This design comes from an exercise in tuning for small area, a short achievable clock period and few clock cycles on the open sky130 flow, not from production work.
The RTL of this run was laid out without a check of its function.

### flow/run.sh
#!/bin/bash
# synth_recipe.tcl (not shown) runs the flow's synth.tcl, then flattens the netlist and writes it again
# the make line also repeats each setting of config.mk as NAME=value (left out here)
make -C /OpenROAD-flow-scripts/flow DESIGN_CONFIG=/design/flow/config.mk WORK_HOME=/design/flow/orfs CLKGATE_MAP_FILE= SYNTH_SCRIPT=/design/flow/synth_recipe.tcl finish
### flow/config.mk
export PLATFORM = sky130hd
export DESIGN_NAME = fmma
export DESIGN_NICKNAME = fmma
export VERILOG_FILES = /design/flow/design.v
export SDC_FILE = /design/flow/constraint.sdc
export NUM_CORES = 4
export LEC_CHECK = 0
export CAP_MARGIN = 20
export CORE_MARGIN = 2
export CORE_UTILIZATION = 40
export SLEW_MARGIN = 20
### flow/constraint.sdc
create_clock -name core_clock -period 14.0 [get_ports {clk}]
set_input_delay 2.8000 -clock core_clock [delete_from_list [all_inputs] [get_ports {clk}]]
set_output_delay 2.8000 -clock core_clock [all_outputs]
set_load 0.01 [all_outputs]
### flow/design.v
module fmma (
    input  wire        clk,
    input  wire        rst,
    input  wire [4:0]  cfg_vc0,
    input  wire [1:0]  cfg_vc1,
    input  wire [1:0]  cfg_vc2,
    input  wire [19:0] cfg_clk0,
    input  wire [19:0] cfg_clk1,
    input  wire [19:0] cfg_clk2,
    input  wire [15:0] cfg_ref,
    input  wire        cmd_valid,
    output wire        cmd_ready,
    input  wire [15:0] cmd_dur,
    input  wire [5:0]  cmd_count,
    input  wire        peak_valid,
    output wire        peak_ready,
    input  wire [19:0] peak_freq,
    input  wire [15:0] peak_mag,
    output wire        ev_valid,
    input  wire        ev_ready,
    output wire        ev_wait,
    output wire [1:0]  ev_inst,
    output wire [8:0]  ev_addr,
    output wire [7:0]  ev_data,
    output wire [15:0] ev_count,
    output wire        err
);
    localparam NS = 24;                    
    localparam [4:0] ITERF = 5'd11;        
    localparam [3:0] S_IDLE   = 4'd0,
                     S_LOAD   = 4'd1,
                     S_MATCH  = 4'd2,
                     S_PLACE  = 4'd3,
                     S_SLOT   = 4'd4,
                     S_F2C    = 4'd5,
                     S_DIVF   = 4'd6,
                     S_M2T    = 4'd7,
                     S_DIVM   = 4'd8,
                     S_TL     = 4'd9,
                     S_EMIT   = 4'd10,
                     S_WAIT   = 4'd11,
                     S_F2CN   = 4'd12;
    localparam [2:0] OP_RLEVEL = 3'd0,     
                     OP_KEYOFF = 3'd1,     
                     OP_LEVEL  = 3'd2,     
                     OP_PITCHA = 3'd3,     
                     OP_PITCHB = 3'd4,     
                     OP_KEYON  = 3'd5;     
    function [1:0] slot_inst(input [4:0] s);
        slot_inst = (s < 5'd18) ? 2'd0 : (s < 5'd21) ? 2'd1 : 2'd2;
    endfunction
    function [4:0] slot_voice(input [4:0] s);
        slot_voice = (s < 5'd18) ? s : (s < 5'd21) ? s - 5'd18 : s - 5'd21;
    endfunction
    function [7:0] opl3_car(input [3:0] c);
        case (c)
            4'd0: opl3_car = 8'h03;
            4'd1: opl3_car = 8'h04;
            4'd2: opl3_car = 8'h05;
            4'd3: opl3_car = 8'h0B;
            4'd4: opl3_car = 8'h0C;
            4'd5: opl3_car = 8'h0D;
            4'd6: opl3_car = 8'h13;
            4'd7: opl3_car = 8'h14;
            default: opl3_car = 8'h15;
        endcase
    endfunction
    function [23:0] tl_thr(input [6:0] k);
        case (k)
      7'd1: tl_thr = 24'd16068298;
      7'd2: tl_thr = 24'd14739063;
      7'd3: tl_thr = 24'd13519788;
      7'd4: tl_thr = 24'd12401376;
      7'd5: tl_thr = 24'd11375484;
      7'd6: tl_thr = 24'd10434458;
      7'd7: tl_thr = 24'd9571277;
      7'd8: tl_thr = 24'd8779502;
      7'd9: tl_thr = 24'd8053226;
      7'd10: tl_thr = 24'd7387030;
      7'd11: tl_thr = 24'd6775945;
      7'd12: tl_thr = 24'd6215411;
      7'd13: tl_thr = 24'd5701247;
      7'd14: tl_thr = 24'd5229617;
      7'd15: tl_thr = 24'd4797001;
      7'd16: tl_thr = 24'd4400174;
      7'd17: tl_thr = 24'd4036174;
      7'd18: tl_thr = 24'd3702285;
      7'd19: tl_thr = 24'd3396017;
      7'd20: tl_thr = 24'd3115084;
      7'd21: tl_thr = 24'd2857392;
      7'd22: tl_thr = 24'd2621017;
      7'd23: tl_thr = 24'd2404196;
      7'd24: tl_thr = 24'd2205311;
      7'd25: tl_thr = 24'd2022878;
      7'd26: tl_thr = 24'd1855538;
      7'd27: tl_thr = 24'd1702040;
      7'd28: tl_thr = 24'd1561240;
      7'd29: tl_thr = 24'd1432088;
      7'd30: tl_thr = 24'd1313620;
      7'd31: tl_thr = 24'd1204952;
      7'd32: tl_thr = 24'd1105273;
      7'd33: tl_thr = 24'd1013841;
      7'd34: tl_thr = 24'd929972;
      7'd35: tl_thr = 24'd853040;
      7'd36: tl_thr = 24'd782473;
      7'd37: tl_thr = 24'd717744;
      7'd38: tl_thr = 24'd658369;
      7'd39: tl_thr = 24'd603906;
      7'd40: tl_thr = 24'd553949;
      7'd41: tl_thr = 24'd508124;
      7'd42: tl_thr = 24'd466090;
      7'd43: tl_thr = 24'd427533;
      7'd44: tl_thr = 24'd392165;
      7'd45: tl_thr = 24'd359724;
      7'd46: tl_thr = 24'd329966;
      7'd47: tl_thr = 24'd302670;
      7'd48: tl_thr = 24'd277632;
      7'd49: tl_thr = 24'd254665;
      7'd50: tl_thr = 24'd233598;
      7'd51: tl_thr = 24'd214274;
      7'd52: tl_thr = 24'd196548;
      7'd53: tl_thr = 24'd180289;
      7'd54: tl_thr = 24'd165375;
      7'd55: tl_thr = 24'd151694;
      7'd56: tl_thr = 24'd139145;
      7'd57: tl_thr = 24'd127635;
      7'd58: tl_thr = 24'd117076;
      7'd59: tl_thr = 24'd107391;
      7'd60: tl_thr = 24'd98507;
      7'd61: tl_thr = 24'd90358;
      7'd62: tl_thr = 24'd82883;
      7'd63: tl_thr = 24'd76027;
      7'd64: tl_thr = 24'd69738;
      7'd65: tl_thr = 24'd63969;
      7'd66: tl_thr = 24'd58677;
      7'd67: tl_thr = 24'd53823;
      7'd68: tl_thr = 24'd49370;
      7'd69: tl_thr = 24'd45286;
      7'd70: tl_thr = 24'd41540;
      7'd71: tl_thr = 24'd38103;
      7'd72: tl_thr = 24'd34951;
      7'd73: tl_thr = 24'd32060;
      7'd74: tl_thr = 24'd29408;
      7'd75: tl_thr = 24'd26975;
      7'd76: tl_thr = 24'd24743;
      7'd77: tl_thr = 24'd22697;
      7'd78: tl_thr = 24'd20819;
      7'd79: tl_thr = 24'd19097;
      7'd80: tl_thr = 24'd17517;
      7'd81: tl_thr = 24'd16068;
      7'd82: tl_thr = 24'd14739;
      7'd83: tl_thr = 24'd13519;
      7'd84: tl_thr = 24'd12401;
      7'd85: tl_thr = 24'd11375;
      7'd86: tl_thr = 24'd10434;
      7'd87: tl_thr = 24'd9571;
      7'd88: tl_thr = 24'd8779;
      7'd89: tl_thr = 24'd8053;
      7'd90: tl_thr = 24'd7387;
      7'd91: tl_thr = 24'd6775;
      7'd92: tl_thr = 24'd6215;
      7'd93: tl_thr = 24'd5701;
      7'd94: tl_thr = 24'd5229;
      7'd95: tl_thr = 24'd4797;
      7'd96: tl_thr = 24'd4400;
      7'd97: tl_thr = 24'd4036;
      7'd98: tl_thr = 24'd3702;
      7'd99: tl_thr = 24'd3396;
      7'd100: tl_thr = 24'd3115;
      7'd101: tl_thr = 24'd2857;
      7'd102: tl_thr = 24'd2621;
      7'd103: tl_thr = 24'd2404;
      7'd104: tl_thr = 24'd2205;
      7'd105: tl_thr = 24'd2022;
      7'd106: tl_thr = 24'd1855;
      7'd107: tl_thr = 24'd1702;
      7'd108: tl_thr = 24'd1561;
      7'd109: tl_thr = 24'd1432;
      7'd110: tl_thr = 24'd1313;
      7'd111: tl_thr = 24'd1204;
      7'd112: tl_thr = 24'd1105;
      7'd113: tl_thr = 24'd1013;
      7'd114: tl_thr = 24'd929;
      7'd115: tl_thr = 24'd853;
      7'd116: tl_thr = 24'd782;
      7'd117: tl_thr = 24'd717;
      7'd118: tl_thr = 24'd658;
      7'd119: tl_thr = 24'd603;
      7'd120: tl_thr = 24'd553;
      7'd121: tl_thr = 24'd508;
      7'd122: tl_thr = 24'd466;
      7'd123: tl_thr = 24'd427;
      7'd124: tl_thr = 24'd392;
      7'd125: tl_thr = 24'd359;
      7'd126: tl_thr = 24'd329;
      7'd127: tl_thr = 24'd302;
            default: tl_thr = 24'd16777215;
        endcase
    endfunction
    reg  [4:0]  vc0;
    reg  [1:0]  vc1, vc2;
    reg  [19:0] clk0, clk1, clk2;
    reg  [15:0] ref_mag;
    reg         err_r;
    wire cfg_ok = (cfg_vc0 <= 5'd18) && (cfg_ref != 16'd0) &&
                  (cfg_clk0 != 20'd0) && (cfg_clk1 != 20'd0) && (cfg_clk2 != 20'd0);
    wire [4:0] nvoices = vc0 + {3'd0, vc1} + {3'd0, vc2};
    function [19:0] inst_clock(input [1:0] i);
        inst_clock = (i == 2'd0) ? clk0 : (i == 2'd1) ? clk1 : clk2;
    endfunction
    reg [NS-1:0] en;
    integer e;
    always @(*) begin
        for (e = 0; e < NS; e = e + 1) begin
            case (slot_inst(e[4:0]))
                2'd0:    en[e] = slot_voice(e[4:0]) < vc0;
                2'd1:    en[e] = slot_voice(e[4:0]) < {3'd0, vc1};
                default: en[e] = slot_voice(e[4:0]) < {3'd0, vc2};
            endcase
        end
    end
    reg  [3:0]  state;
    reg  [15:0] dur_r;
    reg  [5:0]  left_r;           
    reg  [5:0]  ld_idx;           
    reg         discard;          
    reg  [4:0]  npk;              
    reg  [19:0] pk_f [0:NS-1];
    reg  [15:0] pk_m [0:NS-1];
    reg  [NS-1:0] active;
    reg  [19:0] vf   [0:NS-1];    
    reg  [6:0]  vtl  [0:NS-1];    
    reg  [10:0] vfn  [0:NS-1];    
    reg  [2:0]  vblk [0:NS-1];    
    reg  [NS-1:0] claimed;
    reg  [NS-1:0] cont;           
    reg  [4:0]  assign_k [0:NS-1];
    reg  [NS-1:0] matched;        
    reg  [4:0]  k;                
    reg  [4:0]  s;                
    reg  [4:0]  best_s;
    reg  [19:0] best_d;
    reg         found;
    reg  [1:0]  cur_i;
    reg  [19:0] cur_f;
    reg  [15:0] cur_m;
    reg  [10:0] new_fn;
    reg  [2:0]  new_blk;
    reg  [6:0]  new_tl;
    reg  [39:0] rem;
    reg  [38:0] dsh;
    reg  [23:0] quo;
    reg  [4:0]  iter;
    reg  [2:0]  op;
    reg         fit_r;
    wire [1:0]  m_i    = slot_inst(s);
    wire [19:0] m_pf   = pk_f[k];
    wire [19:0] m_vf   = vf[s];
    wire [19:0] m_dist = (m_pf >= m_vf) ? (m_pf - m_vf) : (m_vf - m_pf);
    wire [37:0] m_lhs  = (m_i == 2'd0) ? ({18'd0, m_dist} << 16) : ({18'd0, m_dist} << 17);
    wire [37:0] m_rhs  = {18'd0, inst_clock(m_i)} << vblk[s];
    wire        m_cand = en[s] && active[s] && !claimed[s] && (m_lhs <= m_rhs);
    wire        m_take = m_cand && (!found || m_dist < best_d);
    wire        m_found_n = found || m_cand;
    wire [4:0]  m_best_n  = m_take ? s : best_s;
    reg  [4:0] idle_s, act_s;
    reg        idle_any;
    integer p;
    always @(*) begin
        idle_s = 5'd0; act_s = 5'd0; idle_any = 1'b0;
        for (p = NS - 1; p >= 0; p = p - 1) begin
            if (en[p] && !claimed[p] && !active[p]) begin
                idle_s = p[4:0]; idle_any = 1'b1;
            end
            if (en[p] && !claimed[p] && active[p])
                act_s = p[4:0];
        end
    end
    wire [4:0] place_s = idle_any ? idle_s : act_s;
    wire        c_opl3  = (cur_i == 2'd0);
    wire [19:0] c_clock = inst_clock(cur_i);
    wire [38:0] c_lhs   = c_opl3 ? ({19'd0, cur_f} << 17) : ({19'd0, cur_f} << 18);
    wire [31:0] c_lim   = c_opl3 ? ({12'd0, c_clock} * 32'd2047) : ({12'd0, c_clock} * 32'd4095);
    reg  [2:0]  c_blk;
    reg         c_fit;
    integer b;
    always @(*) begin
        c_blk = 3'd7; c_fit = 1'b0;
        for (b = 7; b >= 0; b = b - 1) begin
            if (c_lhs < ({7'd0, c_lim} << b)) begin
                c_blk = b[2:0]; c_fit = 1'b1;
            end
        end
    end
    wire [4:0]  c_sh    = (c_opl3 ? 5'd17 : 5'd18) - {2'd0, new_blk};
    wire [39:0] c_num   = ({20'd0, cur_f} << c_sh) + {20'd0, c_clock};
    wire [1:0]  e_i     = slot_inst(s);
    wire [4:0]  e_v     = slot_voice(s);
    wire        e_opl3  = (e_i == 2'd0);
    wire [6:0]  e_max   = e_opl3 ? 7'd63 : 7'd127;
    wire        e_hi    = (e_v >= 5'd9);
    wire [3:0]  e_c     = e_hi ? e_v[3:0] - 4'd9 : e_v[3:0];
    wire [8:0]  e_bank  = e_hi ? 9'h100 : 9'h000;
    wire        e_start = claimed[s] && !cont[s];
    wire        e_rel   = active[s] && !(claimed[s] && cont[s]);
    wire        e_cont  = claimed[s] && cont[s];
    wire        e_tlchg = (new_tl != vtl[s]);
    wire        e_cdchg = (new_fn != vfn[s]) || (new_blk != vblk[s]);
    reg op_en;
    always @(*) begin
        case (op)
            OP_RLEVEL: op_en = e_rel && (vtl[s] != e_max);
            OP_KEYOFF: op_en = e_rel;
            OP_LEVEL:  op_en = e_start || (e_cont && e_tlchg);
            OP_PITCHA: op_en = e_start || (e_cont && e_cdchg);
            OP_PITCHB: op_en = e_start || (e_cont && e_cdchg);
            OP_KEYON:  op_en = e_start && !e_opl3;
            default:   op_en = 1'b0;
        endcase
    end
    reg [8:0] ev_a;
    reg [7:0] ev_d;
    always @(*) begin
        ev_a = 9'd0; ev_d = 8'd0;
        if (e_opl3) begin
            case (op)
                OP_RLEVEL: begin ev_a = e_bank + 9'h040 + {1'b0, opl3_car(e_c)}; ev_d = 8'd63; end
                OP_KEYOFF: begin ev_a = e_bank + 9'h0B0 + {5'd0, e_c};
                                 ev_d = {3'b000, vblk[s], vfn[s][9:8]}; end
                OP_LEVEL:  begin ev_a = e_bank + 9'h040 + {1'b0, opl3_car(e_c)}; ev_d = {1'b0, new_tl}; end
                OP_PITCHA: begin ev_a = e_bank + 9'h0A0 + {5'd0, e_c}; ev_d = new_fn[7:0]; end
                default:   begin ev_a = e_bank + 9'h0B0 + {5'd0, e_c};
                                 ev_d = {3'b001, new_blk, new_fn[9:8]}; end
            endcase
        end else begin
            case (op)
                OP_RLEVEL: begin ev_a = 9'h04C + {5'd0, e_c}; ev_d = 8'd127; end
                OP_KEYOFF: begin ev_a = 9'h028; ev_d = {4'h0, e_c}; end
                OP_LEVEL:  begin ev_a = 9'h04C + {5'd0, e_c}; ev_d = {1'b0, new_tl}; end
                OP_PITCHA: begin ev_a = 9'h0A4 + {5'd0, e_c}; ev_d = {2'b00, new_blk, new_fn[10:8]}; end
                OP_PITCHB: begin ev_a = 9'h0A0 + {5'd0, e_c}; ev_d = new_fn[7:0]; end
                default:   begin ev_a = 9'h028; ev_d = {4'hF, e_c}; end
            endcase
        end
    end
    assign cmd_ready  = (state == S_IDLE);
    assign peak_ready = (state == S_LOAD);
    assign ev_valid   = (state == S_WAIT) || (state == S_EMIT && op_en);
    assign ev_wait    = (state == S_WAIT);
    assign ev_inst    = e_i;
    assign ev_addr    = ev_a;
    assign ev_data    = ev_d;
    assign ev_count   = dur_r;
    assign err        = err_r;
    wire [4:0] last_k = npk - 5'd1;
    wire [6:0] tl_try = {new_tl | (7'd1 << iter[2:0])};
    integer j;
    always @(posedge clk) begin
        if (rst) begin
            vc0     <= cfg_vc0;
            vc1     <= cfg_vc1;
            vc2     <= cfg_vc2;
            clk0    <= cfg_clk0;
            clk1    <= cfg_clk1;
            clk2    <= cfg_clk2;
            ref_mag <= cfg_ref;
            err_r   <= !cfg_ok;
            state   <= S_IDLE;
            active  <= {NS{1'b0}};
            for (j = 0; j < NS; j = j + 1)
                vtl[j] <= (j < 18) ? 7'd63 : 7'd127;
        end else begin
            case (state)
            S_IDLE: if (cmd_valid) begin
                dur_r   <= cmd_dur;
                left_r  <= cmd_count;
                ld_idx  <= 6'd0;
                npk     <= ({1'b0, nvoices} < cmd_count) ? nvoices : cmd_count[4:0];
                discard <= err_r || (cmd_dur == 16'd0);
                if (cmd_dur == 16'd0)
                    err_r <= 1'b1;
                claimed <= {NS{1'b0}};
                cont    <= {NS{1'b0}};
                matched <= {NS{1'b0}};
                k       <= 5'd0;
                s       <= 5'd0;
                found   <= 1'b0;
                if (cmd_count != 6'd0)
                    state <= S_LOAD;
                else if (!err_r && cmd_dur != 16'd0)
                    state <= S_SLOT;
            end
            S_LOAD: if (peak_valid) begin
                if (ld_idx < {1'b0, nvoices}) begin
                    pk_f[ld_idx[4:0]] <= peak_freq;
                    pk_m[ld_idx[4:0]] <= peak_mag;
                end
                ld_idx <= ld_idx + 6'd1;
                left_r <= left_r - 6'd1;
                if (left_r == 6'd1) begin
                    if (discard)
                        state <= S_IDLE;
                    else if (npk == 5'd0)
                        state <= S_SLOT;
                    else
                        state <= S_MATCH;
                end
            end
            S_MATCH: begin
                if (s == NS - 1) begin
                    if (m_found_n) begin
                        claimed[m_best_n]  <= 1'b1;
                        cont[m_best_n]     <= 1'b1;
                        assign_k[m_best_n] <= k;
                        matched[k]         <= 1'b1;
                    end
                    found <= 1'b0;
                    s     <= 5'd0;
                    k     <= k + 5'd1;
                    if (k == last_k) begin
                        k     <= 5'd0;
                        state <= S_PLACE;
                    end
                end else begin
                    found  <= m_found_n;
                    best_s <= m_best_n;
                    if (m_take)
                        best_d <= m_dist;
                    s <= s + 5'd1;
                end
            end
            S_PLACE: begin
                if (!matched[k]) begin
                    claimed[place_s]  <= 1'b1;
                    assign_k[place_s] <= k;
                end
                k <= k + 5'd1;
                if (k == last_k) begin
                    s     <= 5'd0;
                    state <= S_SLOT;
                end
            end
            S_SLOT: begin
                op    <= OP_RLEVEL;
                cur_i <= slot_inst(s);
                cur_f <= pk_f[assign_k[s]];
                cur_m <= pk_m[assign_k[s]];
                if (en[s] && claimed[s])
                    state <= S_F2C;
                else if (en[s] && active[s])
                    state <= S_EMIT;
                else if (s == NS - 1)
                    state <= S_WAIT;
                else
                    s <= s + 5'd1;
            end
            S_F2C: begin
                new_blk <= c_blk;
                fit_r   <= c_fit;
                state   <= S_F2CN;
            end
            S_F2CN: begin
                if (fit_r) begin
                    rem     <= c_num;
                    dsh     <= {7'd0, c_clock, 12'd0};     
                    quo     <= 24'd0;
                    iter    <= ITERF;
                    state   <= S_DIVF;
                end else begin
                    new_fn  <= c_opl3 ? 11'd1023 : 11'd2047;
                    state   <= S_M2T;
                end
            end
            S_DIVF: begin
                if (rem >= {1'b0, dsh}) begin
                    rem <= rem - {1'b0, dsh};
                    quo <= {quo[22:0], 1'b1};
                end else begin
                    quo <= {quo[22:0], 1'b0};
                end
                dsh  <= dsh >> 1;
                iter <= iter - 5'd1;
                if (iter == 5'd0) begin
                    new_fn <= (rem >= {1'b0, dsh}) ? {quo[9:0], 1'b1} : {quo[9:0], 1'b0};
                    state  <= S_M2T;
                end
            end
            S_M2T: begin
                if (cur_m == 16'd0) begin
                    new_tl <= c_opl3 ? 7'd63 : 7'd127;
                    state  <= S_EMIT;
                end else if (cur_m >= ref_mag) begin
                    new_tl <= 7'd0;
                    state  <= S_EMIT;
                end else begin
                    rem   <= {cur_m, 24'd0};
                    dsh   <= {ref_mag, 23'd0};
                    quo   <= 24'd0;
                    iter  <= 5'd23;
                    state <= S_DIVM;
                end
            end
            S_DIVM: begin
                if (rem >= {1'b0, dsh}) begin
                    rem <= rem - {1'b0, dsh};
                    quo <= {quo[22:0], 1'b1};
                end else begin
                    quo <= {quo[22:0], 1'b0};
                end
                dsh  <= dsh >> 1;
                iter <= iter - 5'd1;
                if (iter == 5'd0) begin
                    new_tl <= 7'd0;
                    iter   <= 5'd6;
                    state  <= S_TL;
                end
            end
            S_TL: begin
                if (tl_try <= (c_opl3 ? 7'd63 : 7'd127) && quo <= tl_thr(tl_try))
                    new_tl <= tl_try;
                iter <= iter - 5'd1;
                if (iter == 5'd0)
                    state <= S_EMIT;
            end
            S_EMIT: begin
                if (!op_en || ev_ready) begin
                    op <= op + 3'd1;
                    if (op == OP_KEYON) begin
                        if (claimed[s]) begin
                            active[s] <= 1'b1;
                            vf[s]     <= cur_f;
                            vtl[s]    <= new_tl;
                            vfn[s]    <= new_fn;
                            vblk[s]   <= new_blk;
                        end else begin
                            active[s] <= 1'b0;
                            vtl[s]    <= e_max;
                        end
                        if (s == NS - 1) begin
                            state <= S_WAIT;
                        end else begin
                            s     <= s + 5'd1;
                            state <= S_SLOT;
                        end
                    end
                end
            end
            S_WAIT: if (ev_ready)
                state <= S_IDLE;
            default: state <= S_IDLE;
            endcase
        end
    end
endmodule
==> notes.md <==
cell families (layout without fill, tap and decap cells):
kind of cell | count (synthesis) | count (layout) | share of synthesized area, %
xor+xnor | 161 | 161 | 1.086
other cells | 0 | 32 | 0
buf+inv | 1104 | 1442 | 3.463
mux | 1106 | 1106 | 15.59
flops | 2461 | 2461 | 56.62
simple gates | 1977 | 1977 | 7.311
compound gates | 1687 | 1687 | 8.516
fa+ha+maj | 664 | 664 | 7.411
final cells by class:
type                            instances  share of cell area, %
Timing Repair Buffer                  424                  2.595
Antenna cell                           32                0.05498
Inverter                              569                  1.469
Clock buffer                          294                  4.436
Clock inverter                        155                  1.220
Sequential cell                      2461                  50.49
Tap cell                             4325                  3.715
Multi-Input combinational cell       5595                  36.02
Yosys cell counts (27+ instances only):
cell type	instances
o211ai_1	93
nand4_1	52
fa_1	178
and2_1	67
o22ai_1	55
nor4_1	64
or3_1	28
xor2_1	58
nor3_1	144
a21o_1	203
a21oi_1	394
o21a_1	52
buf_1	90
a211oi_1	73
clkbuf_1	309
mux4_2	724
nand2b_1	66
edfxtp_1	2423
o2111ai_1	27
nand3_1	289
nor2b_1	61
buf_2	89
nand2_1	485
or2_2	29
nor2_1	534
xnor2_1	103
o21ai_0	374
mux2i_1	296
dfxtp_1	38
mux2_2	80
buf_4	32
ha_1	477
a31oi_1	50
and3_1	51
a22oi_1	43
inv_1	557
o221ai_1	28
routing by layer:
layer,part of all wire [%],up-vias
li1,-,35990
met1,41,43070
met2,49,3562
met3,7.0,604
met4,3.8,14
met5,0.023,-
flip-flops by register name (all words and copies together), names as in the netlist, 40 cells and up, named ones only:
name      cells
pk_f        480
vf          480
pk_m        384
vfn         264
vtl         224
assign_k    120
vblk         72
rem          40
per-stage QoR:
step	setup WS, ps	instances
after floorplan	2149	9160
after global placement	2935	13370
after detailed placement	2741	13370
after CTS	2380	13820
after global routing	1744	13850
final	2503	13860
worst max-delay path, delay by kind of cell, from the launching register on:
| family | cells | cell delay [ps] |
|---|---|---|
| xor+xnor | 1 | 180 |
| compound gates | 4 | 1710 |
| buf+inv | 5 | 3350 |
| flops | 1 | 800 |
| simple gates | 1 | 110 |
| mux | 3 | 1440 |
final timing paths:
path / end
hold / removal: cont[6]$_SDFFCE_PN0P_
setup / recovery: ev_valid
setup reg to reg: cont[3]$_SDFFCE_PN0P_
hold reg to reg: cont[6]$_SDFFCE_PN0P_
cells in the final DEF, fill, tap and decap left out, drive strengths merged, types with 51 or more instances in the layout:
master            n
o22ai            55
o211ai           94
clkinv           96
o21ai           384
and3             51
mux4            724
fa              178
clkbuf          294
a211oi           75
nand4            52
inv             569
a21oi           394
xor2             58
clkdlybuf4s50   186
nor2            534
mux2i           297
nor2b            61
nor4             64
ha              477
nand2           487
o21a             52
mux2             85
buf             238
nand2b           66
a21o            203
nand3           291
a31oi            51
and2             69
edfxtp         2423
xnor2           103
nor3            144
==> metrics.cfg <==
[floorplan]
dieWidth_um=573.8
io_pins=188
coreArea_um2=323500
initial_core_util_pct=40.14
die_y_um=573.8
row_count=209
die-area_um2=329200

[finish]
regArea_um2=73550
drive_gt1_share_pct=16.57
utilization_pct=45.03
syn_to_final_growth_pct=12.17
final_area_um2=145700
final_nets=10100
fillCellCount=28330
multiInputGateArea_um2=52460

[yosys]
synth-edff-count=2423
yosysWarnings=1
synth_top_area_share_pct=56.03
syn_area_um2=129800
async_flop_share_pct=0
yosysTopAreaCell=edfxtp_1
ys_ff_latch=2461
synth_seq_area_share_pct=56.62
synth_flop_cell=edfxtp_1
synthesis.nets=9963
synthTopCellsByArea=edfxtp_1, mux4_2, ha_1
synth.avg_cell_area_um2=14.18
syn_inst=9160
ys_types=106

[setup_path]
cp-start-kind=flop
arrival_ps=8700
cp_max_fo=39
cp_slowest_stage_delay_ps=800
criticalPathCategory=reg -> out
required_ps=11200
slowest_stage=dfxtp_4
cp-end-kind=primary output
crit_chain=buf_4 > buf_4 > buf_4 > buf_4 > mux4_2 > mux4_2 > mux2i_1 > xnor2_1 > nor4_1 > a41oi_1 > o31a_1 > o221ai_1 > o21ai_0 > clkdlybuf4s50_1
crit_top_cell=buf_4
r2r_slack_ps=2680
ff2ff_path_depth=35

[global_route]
grtUsageMet3_pct=2.914
grt_pass1_vias=82610
grt_use_met1_pct=30.56
grt_use_total_pct=22.78
grt_max_degree=121
antenna_found_initial=29
gr-total-overflow=0
grt_first_pass_wirelength_mm=561.6
gr-usage-met2_pct=38.32
top_usage_layer=met2

[placed_design]
gp_congestion=0.9345
dp_hpwl_mm=248.8
postPlaceCellArea_um2=137300
place.port_buffers=187

[clocking]
clockRootBuffer=clkbuf_16
cts_buffer_depth=4
cts_sinks=2461
post_cts_resized=0
cts_hold_buf=0
cts_setup_buffers=0
cts_buffers=248
cts_tree=built
worstSkewPairLatency_ps=930
clkTransAtPathRegs_ps=70
htree_num_levels=4

[timing]
fin_tns_setup_ps=0
period_needed_ps=11500
slew-limit-headroom_pct=18.16
max_freq_mhz=86.98
period_share_pct=82.12
worst_pin_slew_ps=1217
clock-skew-final_ps=100.5
finalSetupViolCount=0
hold_viol_final=0
drv_slew=0
rsz0062_at_grt=no
hold_ws_ps=551.0

[detailed_routing]
drt_iter0_markers=9360
drc_errors=0
num_vias=83240
drt_wl_total_mm=385.5
routed_via_density=6.008
dr.pass1.iters=9
post_drt_wl_per_cell_um=27.82
drtAntennaViolNets=0

[min_path]
hold_depth=2
hold_class=reg -> reg
hp-start=cont[6]$_SDFFCE_PN0P_

[status]
status=timing/DRC/antenna clean

[job]
maxCapViolCount=0

[re-timing with driven ports]
Ports are ideal in the flow. The routed layout listed here was re-timed in OpenROAD.
Step 1 assumes that a clkbuf_16 drives the clock port and a buf_2 every other input.
Step 2 also shifts input and output timing later by t, the mid clock arrival at the registers, as if the neighbouring blocks saw the same clock.
Three values: ideal ports, drivers, drivers and shift; two values: the first two.
t (ns): 0.981
setup slack, ns: 2.503 / 2.406 / 2.682
worst setup path at the end: register to register
clock arrival spread, ns: 0.103 / 0.102
worst register clock-pin slew, ns: 0.07 / 0.07
After both steps this run still meets setup and hold. For this run, drivers alone change the setup slack by -0.097 ns; drivers and shift together by +0.179 ns.
